Background: an optimization exercise with open tools, aiming at small area. Do not read the settings as production practice.
Only simulation tests tie the RTL to the original design; equivalence was not proved.
Power is estimated from default activity; no workload was simulated.

==> 11-24 <==
## permutation_table_rom
module permutation_table_rom (
    input  wire        clk,
    input  wire        rst,
    input  wire        host_we,
    input  wire [1:0]  host_addr,
    input  wire [15:0] host_wdata,
    output wire [1:0]  state,
    output wire [1:0]  ecode,
    output wire [63:0] result,
    output wire [15:0] arg_rd,
    output wire [15:0] cmd_rd,
    output wire        mem_req,
    output wire [15:0] mem_addr,
    input  wire        mem_gnt,
    input  wire [7:0]  mem_rdata
);
    localparam [1:0] S_IDLE = 2'd0, S_BUSY = 2'd1, S_DONE = 2'd2, S_ERROR = 2'd3;
    localparam [1:0] A_CK = 2'd0, A_JK = 2'd1, A_FN = 2'd2, A_TL = 2'd3;
    localparam [4:0] P_RD  = 5'd0,  P_M1A = 5'd1,  P_G1  = 5'd2,  P_M1B = 5'd3,
                     P_MOD1= 5'd4,  P_U1  = 5'd5,  P_M2A = 5'd6,  P_G2  = 5'd7,
                     P_M2B = 5'd8,  P_MOD2= 5'd9,  P_U2  = 5'd10, P_H2  = 5'd11,
                     P_JM  = 5'd13, P_J3  = 5'd14,
                     P_JF  = 5'd15, P_JF9 = 5'd16, P_JFX = 5'd18,
                     P_JFG = 5'd19, P_JFM = 5'd20, P_JFE = 5'd21,
  ...
export LEC_CHECK = 0
export CAP_MARGIN = 20
export CORE_MARGIN = 2
export CORE_UTILIZATION = 35
export PLACE_DENSITY = 0.5
export SLEW_MARGIN = 20
create_clock -name core_clock -period 110.0 [get_ports {clk}]
standard.sh (not shown) runs the stock make flow with config.mk's settings and CLKGATE_MAP_FILE= SYNTH_SCRIPT=/design/flow/synth_recipe.tcl, a recipe that flattens the netlist after the stock synthesis.
==> flow/flow/run.sh <==
#!/bin/bash
set -euo pipefail
export BUFFER_PORTS_ARGS="-buffer_cell sky130_fd_sc_hd__buf_1"
export CTS_ARGS="-sink_clustering_enable -repair_clock_nets -dont_use_dummy_load -buf_list sky130_fd_sc_hd__clkbuf_4"
bash standard.sh > standard_flow.log 2>&1
==> 01-23 (differences from 11-24) <==
--- a/flow/design.v
+++ b/flow/design.v
@@ -13,20 +13,22 @@
     output wire [15:0] mem_addr,
     input  wire        mem_gnt,
     input  wire [7:0]  mem_rdata
 );
     localparam [1:0] S_IDLE = 2'd0, S_BUSY = 2'd1, S_DONE = 2'd2, S_ERROR = 2'd3;
     localparam [1:0] A_CK = 2'd0, A_JK = 2'd1, A_FN = 2'd2, A_TL = 2'd3;
-    localparam [4:0] P_RD  = 5'd0,  P_M1A = 5'd1,  P_G1  = 5'd2,  P_M1B = 5'd3,
-                     P_MOD1= 5'd4,  P_U1  = 5'd5,  P_M2A = 5'd6,  P_G2  = 5'd7,
-                     P_M2B = 5'd8,  P_MOD2= 5'd9,  P_U2  = 5'd10, P_H2  = 5'd11,
-                     P_JM  = 5'd13, P_J3  = 5'd14,
-                     P_JF  = 5'd15, P_JF9 = 5'd16, P_JFX = 5'd18,
-                     P_JFG = 5'd19, P_JFM = 5'd20, P_JFE = 5'd21,
-                     P_F1  = 5'd22, P_F2  = 5'd23, P_F3  = 5'd24, P_FL  = 5'd25,
-                     P_FH  = 5'd26, P_TL  = 5'd27, P_FIN = 5'd28, P_JFR = 5'd29;
+    localparam [5:0] P_RD  = 6'd0,  P_M1A = 6'd1,  P_G1  = 6'd2,  P_M1B = 6'd3,
+                     P_MOD1= 6'd4,  P_U1  = 6'd5,  P_M2A = 6'd6,  P_G2  = 6'd7,
+                     P_M2B = 6'd8,  P_MOD2= 6'd9,  P_U2  = 6'd10, P_H2  = 6'd11,
+                     P_JM  = 6'd13, P_J3  = 6'd14,
+                     P_JF  = 6'd15, P_JF9 = 6'd16, P_JFX = 6'd18,
+                     P_JFG = 6'd19, P_JFM = 6'd20, P_JFE = 6'd21,
+                     P_F1  = 6'd22, P_F2  = 6'd23, P_F3  = 6'd24, P_FL  = 6'd25,
+                     P_FH  = 6'd26, P_TL  = 6'd27, P_FIN = 6'd28, P_JFR = 6'd29,
+                     P_J4  = 6'd12, P_JX0 = 6'd17, P_JS  = 6'd30, P_SW1 = 6'd31,
+                     P_SW2 = 6'd32, P_SW3 = 6'd33, P_FN2 = 6'd34, P_FN3 = 6'd35;
     function [33:0] radd;
         input [32:0] x, z;
         input        ci;
         integer j;
         reg c;
         begin
@@ -60,13 +62,13 @@
     reg        ebusy;
     reg [15:0] arg_q, cmd_q;
     reg [31:0] X, Y, G;
     reg [32:0] A;
     reg [7:0]  B;
     reg [15:0] idx;
-    reg [4:0]  ph;
+    reg [5:0]  ph;
     reg [3:0]  k;
     reg        pass, fc;
     reg [1:0]  asv;
     assign state  = st;
     assign ecode  = (st == S_ERROR) ? (ebusy ? 2'd2 : 2'd1) : 2'd0;
     assign result = {X, Y};
@@ -84,13 +86,14 @@
     wire w_hash  = (w[7:5] == 3'd0) && (w[1:0] != 2'd3) && (w[3:2] != 2'd0) && (w[15:8] == 8'd0);
     wire w_tlkup = (w[7:5] == 3'd0) && (w[1:0] == 2'd3) && (w[3:2] == 2'd0) && !w[4];
     wire [7:0]  b = B;
     wire [15:0] u = idx ^ {8'd0, b};
     wire        m1  = (ph == P_M1B);
     wire        sub = (ph == P_M2A);
-    wire [33:0] sm = radd({16'd0, m1 ? {idx, 1'b0} : {1'b0, u}},
+    wire        m1a = (ph == P_M1A);
+    wire [33:0] sm = radd({16'd0, m1 ? {idx, 1'b0} : m1a ? {1'b0, idx} : {1'b0, u}},
                           {{25{sub}}, b ^ {8{sub}}}, sub);
     reg  [19:0] mv;
     always @(*) begin
         case (ph)
             P_M1A:   mv = {12'd0, b};
             P_M1B, P_M2A, P_M2B: mv = {{2{sm[17] & sub}}, sm[17:0]};
@@ -111,24 +114,25 @@
     wire        fnb = (alg == A_FN);
     wire [7:0]  bf  = fnb ? b : 8'd0;
     wire [31:0] klo = {bf[0], 12'd0, bf, 11'd0};
     wire [31:0] khi = {3'd0, bf, 14'd0, bf[7:1]};
     wire [31:0] llo = {1'b0, bf, 15'd0, bf};
     wire [31:0] lhi = {13'd0, bf, 11'd0};
+    wire [31:0] jkw = (alg == A_JK) ? {16'd0, arg_q ^ {8'd0, mem_rdata & {8{rd}}}} : 32'd0;
     reg  [31:0] opa, mc;
     reg         mc_hi;
     always @(*) begin
         opa = {A[29:0], 2'b00}; mc = G; mc_hi = 1'b0;
         case (ph)
             P_H2:  begin opa = X; mc = Y; end
-            P_RD:  begin opa = A[31:0]; mc = {16'd0, arg_q ^ {8'd0, mem_rdata}}; end   
-            P_G1, P_G2, P_JF, P_JFG: begin opa = A[31:0]; mc = 32'd0; end         
-            P_JFE: begin opa = A[31:0]; mc = 32'd0; end
+            P_RD:  begin opa = X; mc = jkw; end   
+            P_G1, P_G2, P_JFE, P_J3, P_JX0: begin opa = A[31:0]; mc = 32'd0; end    
+            P_JF, P_JFG, P_JS, P_SW1, P_SW2, P_SW3, P_FIN: begin opa = X; mc = 32'd0; end   
             P_JFR: begin opa = 32'd0; mc = 32'h1234abcd; end
-            P_JFX: begin opa = {11'd0, A[31:11]}; mc = {16'd0, arg_q}; end
-            P_J3:  begin opa = {6'd0, A[31:6]}; mc = 32'd0; end
+            P_JFX: begin opa = {11'd0, X[31:11]}; mc = jkw; end
+            P_J4:  begin opa = {6'd0, X[31:6]}; mc = 32'd0; end
             P_F1:  begin opa = A[31:0]; mc = klo; end
             P_F2:  begin opa = G; mc = khi; end
             P_FL:  begin mc = Y; end
             P_MOD1, P_MOD2: begin opa = {14'd0, A[32:15]}; mc = 32'd104851; end
             P_FH:  begin opa = {G[29:0], asv}; mc = X; mc_hi = 1'b1; end
             default: ;
@@ -137,14 +141,13 @@
     wire [31:0] mc2 = {mc[30:0], mc_hi & Y[31]};
     wire [31:0] opb = (({32{d_one}} & mc) | ({32{d_two}} & mc2)) ^ {32{d_neg}};
     wire        cin = (ph == P_F2 || ph == P_FH) ? fc : d_neg;
     wire [33:0] sum = radd({1'b0, opa}, {1'b0, opb}, cin);
     wire [31:0] S   = sum[31:0];
     wire        co  = sum[32];
-    wire [31:0] h1  = X ^ Y;
-    wire [7:0]  bi  = radd({25'd0, b}, {25'd0, idx[7:0]}, 1'b0);
+    wire [7:0]  bi  = sm[7:0];    
     wire        mix2 = (ph == P_M2A) || (ph == P_U2);
     reg  [7:0]  ta_g, ta_c;
     reg  [3:0]  lane;
     always @(*) begin
         ta_g = 8'd0; ta_c = 8'd0; lane = 4'd0;
         case (ph)
@@ -169,13 +172,13 @@
     wire [31:0] tl = {lane[3] ? tv : 8'd0, lane[2] ? tv : 8'd0, lane[1] ? tv : 8'd0, lane[0] ? tv : 8'd0};
     wire ylane = mix2 || (ph == P_TL);
     wire xlane = !ylane && (lane != 4'd0);
     wire [16:0] r1   = S[31] ? A[31:15] : S[16:0];
     wire [16:0] r2   = red({r1, A[14]});
     wire [32:0] amod = {r2, A[13:0], 2'b00};
-    wire [15:0] f16 = h1[31:16] ^ h1[15:0];
+    wire [15:0] f16 = Y[31:16] ^ Y[15:0];
     reg [31:0] xi, yi;
     always @(*) begin
         xi = 32'd0; yi = 32'd0;
         if (busy) ;
         else if (w[4]) begin
             if (w[1:0] == A_JK)
@@ -193,20 +196,19 @@
     reg [1:0] xs;    
     reg [1:0] rxs;   
     reg [1:0] ys;    
     reg [1:0] rys;   
     reg [1:0] qs;    
     reg [2:0] as;    
-    reg       akeep;
     reg [1:0] gs;    
     reg       sgn;
     always @(*) begin
         xs = 2'd0; rxs = 2'd0;
         ys = 2'd0; rys = 2'd0; qs = 2'd2;
-        as = 3'd0; akeep = 1'b0; gs = 2'd0;
-        sgn = h1[31];
+        as = 3'd0; gs = 2'd0;
+        sgn = Y[31];
         if (xlane) begin xs = 2'd1; rxs = 2'd1; qs = 2'd1; end
         if (ylane) begin ys = 2'd1; rys = 2'd1; qs = 2'd1; end
         case (ph)
             P_RD: if (go) begin
                 case (alg)
                     A_CK: begin gs = 2'd1; qs = 2'd0; xs = 2'd1; rxs = 2'd2; as = 3'd3; end
@@ -216,32 +218,28 @@
             end else if (at_end && alg == A_FN) begin
             end
             P_M1A, P_M1B, P_M2A, P_M2B, P_JM, P_JF9, P_JFM: as = 3'd1;
             P_G1, P_G2, P_JF, P_JFG: begin gs = 2'd1; as = 3'd3; end
             P_MOD1, P_MOD2: as = 3'd2;
             P_H2: begin gs = 2'd1; as = 3'd3; ys = 2'd1; rys = 2'd2; end
-            P_J3, P_JFX, P_JFR: begin as = 3'd1; akeep = 1'b1; end
+            P_J3, P_JX0: begin xs = 2'd1; rxs = 2'd0; end
+            P_J4, P_JFX, P_JFR: begin xs = 2'd1; rxs = 2'd1; end
+            P_JS, P_SW1, P_SW3: begin ys = 2'd1; rys = 2'd0; if (ph != P_JS) qs = 2'd0; end
+            P_SW2: begin xs = 2'd1; rxs = 2'd0; qs = 2'd0; end
             P_JFE: begin
-                if (pass) begin ys = 2'd1; rys = 2'd0; end
-                else begin
-                    xs = 2'd1; rxs = 2'd0;
-                    ys = 2'd2;
-                end
+                xs = 2'd1; rxs = 2'd0;
+                if (!pass) ys = 2'd2;
             end
             P_F1: begin ys = 2'd1; rys = 2'd0; end
             P_F2: begin xs = 2'd1; rxs = 2'd0; end
             P_F3: begin gs = 2'd3; as = 3'd4; end
             P_FL: as = 3'd1;
             P_FH: gs = 2'd1;
-            P_FIN: begin
-                case (wsel)
-                    2'd1:    begin xs = 2'd3; ys = 2'd3; sgn = f16[15]; end
-                    2'd3:    ;
-                    default: begin xs = 2'd3; ys = 2'd1; rys = 2'd0; qs = 2'd0; end
-                endcase
-            end
+            P_FIN: if (wsel != 2'd3) begin ys = 2'd1; rys = 2'd0; qs = 2'd0; end    
+            P_FN2: ys = 2'd3;                                                        
+            P_FN3: xs = 2'd3;                                                        
             default: ;
         endcase
     end
     reg [31:0] rx, ry, q0;
     always @(*) begin
         case (rxs)
@@ -252,18 +250,17 @@
         case (rys)
             2'd0: ry = 32'd0;
             2'd1: ry = Y;
             default: ry = {Y[22:0], Y[31:23]};
         endcase
         case (qs)
-            2'd0: q0 = h1;
             2'd1: q0 = tl;
             default: q0 = S;
         endcase
     end
-    wire [31:0] Q = q0 ^ ((ph == P_F1) ? llo : (ph == P_F2) ? lhi : 32'd0);
+    wire [31:0] Q = q0 ^ ((ph == P_F1) ? llo : (ph == P_F2) ? lhi : (qs == 2'd0) ? Y : 32'd0);
     wire [32:0] ainit = (fnb && !busy) ? 33'h084222325 : 33'd0;
     wire cmdw  = !busy && (st != S_ERROR) && host_we && (host_addr == 2'd1) && (w_hash || w_tlkup);
     wire abort = busy && host_we && !host_addr[1];
     wire run   = busy && !abort;
     wire x_x = run && (xs == 2'd1), x_c = (run && (xs == 2'd2)) || cmdw, x_s = run && (xs == 2'd3);
     wire x_h = !(x_x || x_c || x_s);
@@ -275,16 +272,16 @@
     wire a_f = run && (as == 3'd4);
     wire a_h = !(a_s || a_m || a_c || a_f);
     wire [32:0] ainit_c = (busy ? fnb : (w[1:0] == A_FN)) ? 33'h084222325 : 33'd0;
     wire [31:0] xn = ({32{x_x}} & (rx ^ Q)) | ({32{x_c}} & xi) | ({32{x_s}} & {32{sgn}}) | ({32{x_h}} & X);
     wire [31:0] yn = ({32{y_x}} & (ry ^ Q)) | ({32{y_c}} & yi) | ({32{y_f}} & {{16{f16[15]}}, f16}) | ({32{y_h}} & Y);
     wire [31:0] gn = ({32{g_q}} & Q) | ({32{g_f}} & {X[1:0], Y[31:2]}) | ({32{g_c}} & 32'hcbf29ce4) | ({32{g_h}} & G);
-    wire [32:0] an = ({33{a_s}} & ({1'b0, A[31:0] & {32{akeep}}} ^ {1'b0, S})) | ({33{a_m}} & amod) |
+    wire [32:0] an = ({33{a_s}} & {1'b0, S}) | ({33{a_m}} & amod) |
                      ({33{a_c}} & ainit_c) | ({33{a_f}} & {1'b0, Y[1:0], 30'd0}) | ({33{a_h}} & A);
     wire i_c = cmdw || (run && ph == P_JFR);
-    wire i_n = run && ((ph == P_U2) || (ph == P_J3) || (ph == P_FH && last_k));
+    wire i_n = run && ((ph == P_U2) || (ph == P_J4) || (ph == P_FH && last_k));
     wire [15:0] idxn = ({16{i_n}} & idx1) | ({16{!(i_c || i_n)}} & idx);
     always @(posedge clk) begin
         idx <= idxn;
         X <= xn;
         Y <= yn;
         G <= gn;
@@ -327,13 +324,13 @@
                             case (ph)
                                 P_M1A: ph <= P_G1;
                                 P_M1B: begin ph <= P_MOD1; k <= 4'd7; end
                                 P_M2A: ph <= P_G2;
                                 P_M2B: begin ph <= P_MOD2; k <= 4'd7; end
                                 P_JM:  ph <= P_J3;
-                                P_JF9: ph <= P_JFX;
+                                P_JF9: ph <= P_JX0;
                                 default: ph <= P_JFE;
                             endcase
                         end
                     end
                     P_G1: begin k <= 4'd9; ph <= P_M1B; end
                     P_G2: begin k <= 4'd8; ph <= P_M2B; end
@@ -343,30 +340,41 @@
                     end
                     P_U1: ph <= P_H2;
                     P_H2: begin k <= 4'd8; ph <= P_M2A; end
                     P_U2: ph <= P_RD;
                     P_TL: ph <= P_FIN;
                     P_JFR: begin pass <= 1'b1; ph <= P_RD; end
-                    P_J3: ph <= P_RD;
+                    P_J3: ph <= P_J4;
+                    P_J4: ph <= P_RD;
+                    P_JX0: ph <= P_JFX;
+                    P_JS: ph <= P_JFR;
+                    P_SW1: ph <= P_SW2;
+                    P_SW2: ph <= P_SW3;
+                    P_SW3: st <= S_DONE;
                     P_JF: begin k <= 4'd2; ph <= P_JF9; end
                     P_JFX: ph <= P_JFG;
                     P_JFG: begin k <= 4'd8; ph <= P_JFM; end
                     P_JFE: begin
-                        if (pass) st <= S_DONE;
-                        else if (wsel == 2'd3 && arg_q != 16'd0) ph <= P_JFR; else if (wsel == 2'd3) st <= S_DONE;
+                        if (pass) ph <= P_SW1;
+                        else if (wsel == 2'd3 && arg_q != 16'd0) ph <= P_JS; else if (wsel == 2'd3) st <= S_DONE;
                         else ph <= P_FIN;
                     end
                     P_F1: ph <= P_F2;
                     P_F2: ph <= pass ? P_FIN : P_F3;
                     P_F3: begin k <= 4'd4; ph <= P_FL; end
                     P_FL: ph <= P_FH;
                     P_FH: begin
                         k <= k - 4'd1;
                         if (last_k) ph <= P_RD;
                         else ph <= P_FL;
                     end
+                    P_FIN: begin
+                        if (wsel == 2'd3) st <= S_DONE;
+                        else ph <= (wsel == 2'd1) ? P_FN2 : P_FN3;
+                    end
+                    P_FN2: ph <= P_FN3;
                     default: st <= S_DONE;    
                 endcase
             end
         end else if (st != S_ERROR && host_we) begin
             if (host_addr == 2'd0) begin
                 arg_q <= host_wdata;
==> flow/flow/run.sh (replaced) <==
#!/bin/bash
set -euo pipefail
export BUFFER_PORTS_ARGS="-buffer_cell sky130_fd_sc_hd__buf_1"
export CTS_ARGS="-sink_clustering_enable -repair_clock_nets -dont_use_dummy_load -buf_list sky130_fd_sc_hd__clkbuf_4"
export GPL_KEEP_OVERFLOW=0
bash standard.sh > standard_flow.log 2>&1
- CORE_UTILIZATION: 35 -> 40
- PLACE_DENSITY: 0.5 -> 0.6
==> 10-14 (differences from 11-24) <==
--- a/flow/design.v
+++ b/flow/design.v
@@ -259,51 +259,47 @@
             2'd1: q0 = tl;
             default: q0 = S;
         endcase
     end
     wire [31:0] Q = q0 ^ ((ph == P_F1) ? llo : (ph == P_F2) ? lhi : 32'd0);
     wire [32:0] ainit = (fnb && !busy) ? 33'h084222325 : 33'd0;
-    wire cmdw  = !busy && (st != S_ERROR) && host_we && (host_addr == 2'd1) && (w_hash || w_tlkup);
-    wire abort = busy && host_we && !host_addr[1];
-    wire run   = busy && !abort;
-    wire x_x = run && (xs == 2'd1), x_c = (run && (xs == 2'd2)) || cmdw, x_s = run && (xs == 2'd3);
-    wire x_h = !(x_x || x_c || x_s);
-    wire y_x = run && (ys == 2'd1), y_c = (run && (ys == 2'd2)) || cmdw, y_f = run && (ys == 2'd3);
-    wire y_h = !(y_x || y_c || y_f);
-    wire g_q = run && (gs == 2'd1), g_f = run && (gs == 2'd3), g_c = cmdw && !w[4];
-    wire g_h = !(g_q || g_f || g_c);
-    wire a_s = run && (as == 3'd1), a_m = run && (as == 3'd2), a_c = (run && (as == 3'd3)) || (cmdw && !w[4]);
-    wire a_f = run && (as == 3'd4);
-    wire a_h = !(a_s || a_m || a_c || a_f);
-    wire [32:0] ainit_c = (busy ? fnb : (w[1:0] == A_FN)) ? 33'h084222325 : 33'd0;
-    wire [31:0] xn = ({32{x_x}} & (rx ^ Q)) | ({32{x_c}} & xi) | ({32{x_s}} & {32{sgn}}) | ({32{x_h}} & X);
-    wire [31:0] yn = ({32{y_x}} & (ry ^ Q)) | ({32{y_c}} & yi) | ({32{y_f}} & {{16{f16[15]}}, f16}) | ({32{y_h}} & Y);
-    wire [31:0] gn = ({32{g_q}} & Q) | ({32{g_f}} & {X[1:0], Y[31:2]}) | ({32{g_c}} & 32'hcbf29ce4) | ({32{g_h}} & G);
-    wire [32:0] an = ({33{a_s}} & ({1'b0, A[31:0] & {32{akeep}}} ^ {1'b0, S})) | ({33{a_m}} & amod) |
-                     ({33{a_c}} & ainit_c) | ({33{a_f}} & {1'b0, Y[1:0], 30'd0}) | ({33{a_h}} & A);
-    wire i_c = cmdw || (run && ph == P_JFR);
-    wire i_n = run && ((ph == P_U2) || (ph == P_J3) || (ph == P_FH && last_k));
-    wire [15:0] idxn = ({16{i_n}} & idx1) | ({16{!(i_c || i_n)}} & idx);
-    always @(posedge clk) begin
-        idx <= idxn;
-        X <= xn;
-        Y <= yn;
-        G <= gn;
-        A <= an;
-    end
     always @(posedge clk) begin
         if (rst) begin
             st    <= S_IDLE;
             ebusy <= 1'b0;
             arg_q <= 16'd0;
             cmd_q <= 16'd0;
         end else if (busy) begin
             if (host_we && !host_addr[1]) begin
                 st    <= S_ERROR;
                 ebusy <= 1'b1;
             end else begin
+                case (xs)
+                    2'd1: X <= rx ^ Q;
+                    2'd2: X <= xi;
+                    2'd3: X <= {32{sgn}};
+                    default: ;
+                endcase
+                case (ys)
+                    2'd1: Y <= ry ^ Q;
+                    2'd2: Y <= yi;
+                    2'd3: Y <= {{16{f16[15]}}, f16};
+                    default: ;
+                endcase
+                case (as)
+                    3'd1: A <= {1'b0, A[31:0] & {32{akeep}}} ^ {1'b0, S};
+                    3'd2: A <= amod;
+                    3'd3: A <= ainit;
+                    3'd4: A <= {1'b0, Y[1:0], 30'd0};
+                    default: ;
+                endcase
+                case (gs)
+                    2'd1: G <= Q;
+                    2'd3: G <= {X[1:0], Y[31:2]};
+                    default: ;
+                endcase
                 if (ph == P_FL) begin asv <= A[31:30]; fc <= co; end
                 if (ph == P_F1) fc <= co;
                 case (ph)
                     P_RD: begin
                         if (at_end) begin
                             if (alg == A_FN) begin
@@ -340,16 +336,16 @@
                     P_MOD1, P_MOD2: begin
                         k <= k - 4'd1;
                         if (last_k) ph <= (ph == P_MOD1) ? P_U1 : P_U2;
                     end
                     P_U1: ph <= P_H2;
                     P_H2: begin k <= 4'd8; ph <= P_M2A; end
-                    P_U2: ph <= P_RD;
+                    P_U2: begin idx <= idx1; ph <= P_RD; end
                     P_TL: ph <= P_FIN;
-                    P_JFR: begin pass <= 1'b1; ph <= P_RD; end
-                    P_J3: ph <= P_RD;
+                    P_JFR: begin idx <= 16'd0; pass <= 1'b1; ph <= P_RD; end
+                    P_J3: begin idx <= idx1; ph <= P_RD; end
                     P_JF: begin k <= 4'd2; ph <= P_JF9; end
                     P_JFX: ph <= P_JFG;
                     P_JFG: begin k <= 4'd8; ph <= P_JFM; end
                     P_JFE: begin
                         if (pass) st <= S_DONE;
                         else if (wsel == 2'd3 && arg_q != 16'd0) ph <= P_JFR; else if (wsel == 2'd3) st <= S_DONE;
@@ -358,13 +354,13 @@
                     P_F1: ph <= P_F2;
                     P_F2: ph <= pass ? P_FIN : P_F3;
                     P_F3: begin k <= 4'd4; ph <= P_FL; end
                     P_FL: ph <= P_FH;
                     P_FH: begin
                         k <= k - 4'd1;
-                        if (last_k) ph <= P_RD;
+                        if (last_k) begin idx <= idx1; ph <= P_RD; end
                         else ph <= P_FL;
                     end
                     default: st <= S_DONE;    
                 endcase
             end
         end else if (st != S_ERROR && host_we) begin
@@ -373,16 +369,21 @@
             end else if (host_addr == 2'd1) begin
                 cmd_q <= w;
                 if (!(w_hash || w_tlkup)) begin
                     st    <= S_ERROR;
                     ebusy <= 1'b0;
                 end else begin
+                    X <= xi;
+                    Y <= yi;
                     if (w[4]) st <= S_DONE;
                     else begin
+                        idx  <= 16'd0;
                         pass <= 1'b0;
                         ph   <= w_tlkup ? P_TL : P_RD;
+                        A    <= (w[1:0] == A_FN) ? 33'h084222325 : 33'd0;
+                        G    <= 32'hcbf29ce4;
                         st   <= S_BUSY;
                     end
                 end
             end
         end
     end
==> flow/flow/run.sh (replaced) <==
#!/bin/bash
set -euo pipefail
export BUFFER_PORTS_ARGS="-buffer_cell sky130_fd_sc_hd__buf_1"
export CTS_ARGS="-sink_clustering_enable -repair_clock_nets -dont_use_dummy_load"
bash standard.sh > standard_flow.log 2>&1
- CORE_UTILIZATION: 35 -> 40
- PLACE_DENSITY: 0.5 -> unset
==> results.txt <==
- Clock power, highest first: 10-14, 11-24, 01-23.
- Clock-buffer cell count, highest first: 11-24, 01-23, 10-14.
- First-iteration DRC count, lowest first: 11-24, 10-14, 01-23.
- The lowest sequential share of layout area belongs to 11-24, the highest to 10-14.
- Against 11-24, the non-clock buffer count of 10-14 is lower by 33.
- The lowest power belongs to 10-14, the highest to 11-24.
- Of 01-23 and 11-24, 01-23 has the higher sequential cell count (gap 1).

==> what the ideal ports hide <==
Ports are ideal in the flow. The routed layouts listed here were re-timed in OpenROAD. Step 1 (the two cells are an assumption about what drives the block):
set clk [get_ports {clk}]
set_driving_cell -lib_cell sky130_fd_sc_hd__clkbuf_16 $clk
set_driving_cell -lib_cell sky130_fd_sc_hd__buf_2 [delete_from_list [all_inputs] $clk]
Step 2 moves the port delays by t, midway between the first and last clock arrival at a register: inputs arrive t later, outputs are due t later. That takes back most of the time a late clock gives input paths. a / b / c = no drivers / after step 1 / after step 2; a / b = the first two.
run	t (ns)	setup slack, ns	worst setup path after step 2	clock arrival spread, ns
11-24	0.887	67.318 / 67.358 / 66.472	input to register	0.155 / 0.155
01-23	0.869	66.984 / 67.013 / 66.143	input to register	0.151 / 0.151
10-14	0.613	67.995 / 68.029 / 67.417	input to register	0.029 / 0.029
After both steps every run listed still meets setup and hold. For 11-24, which loses most, drivers alone change the setup slack by +0.040 ns; drivers and shift together by -0.846 ns.
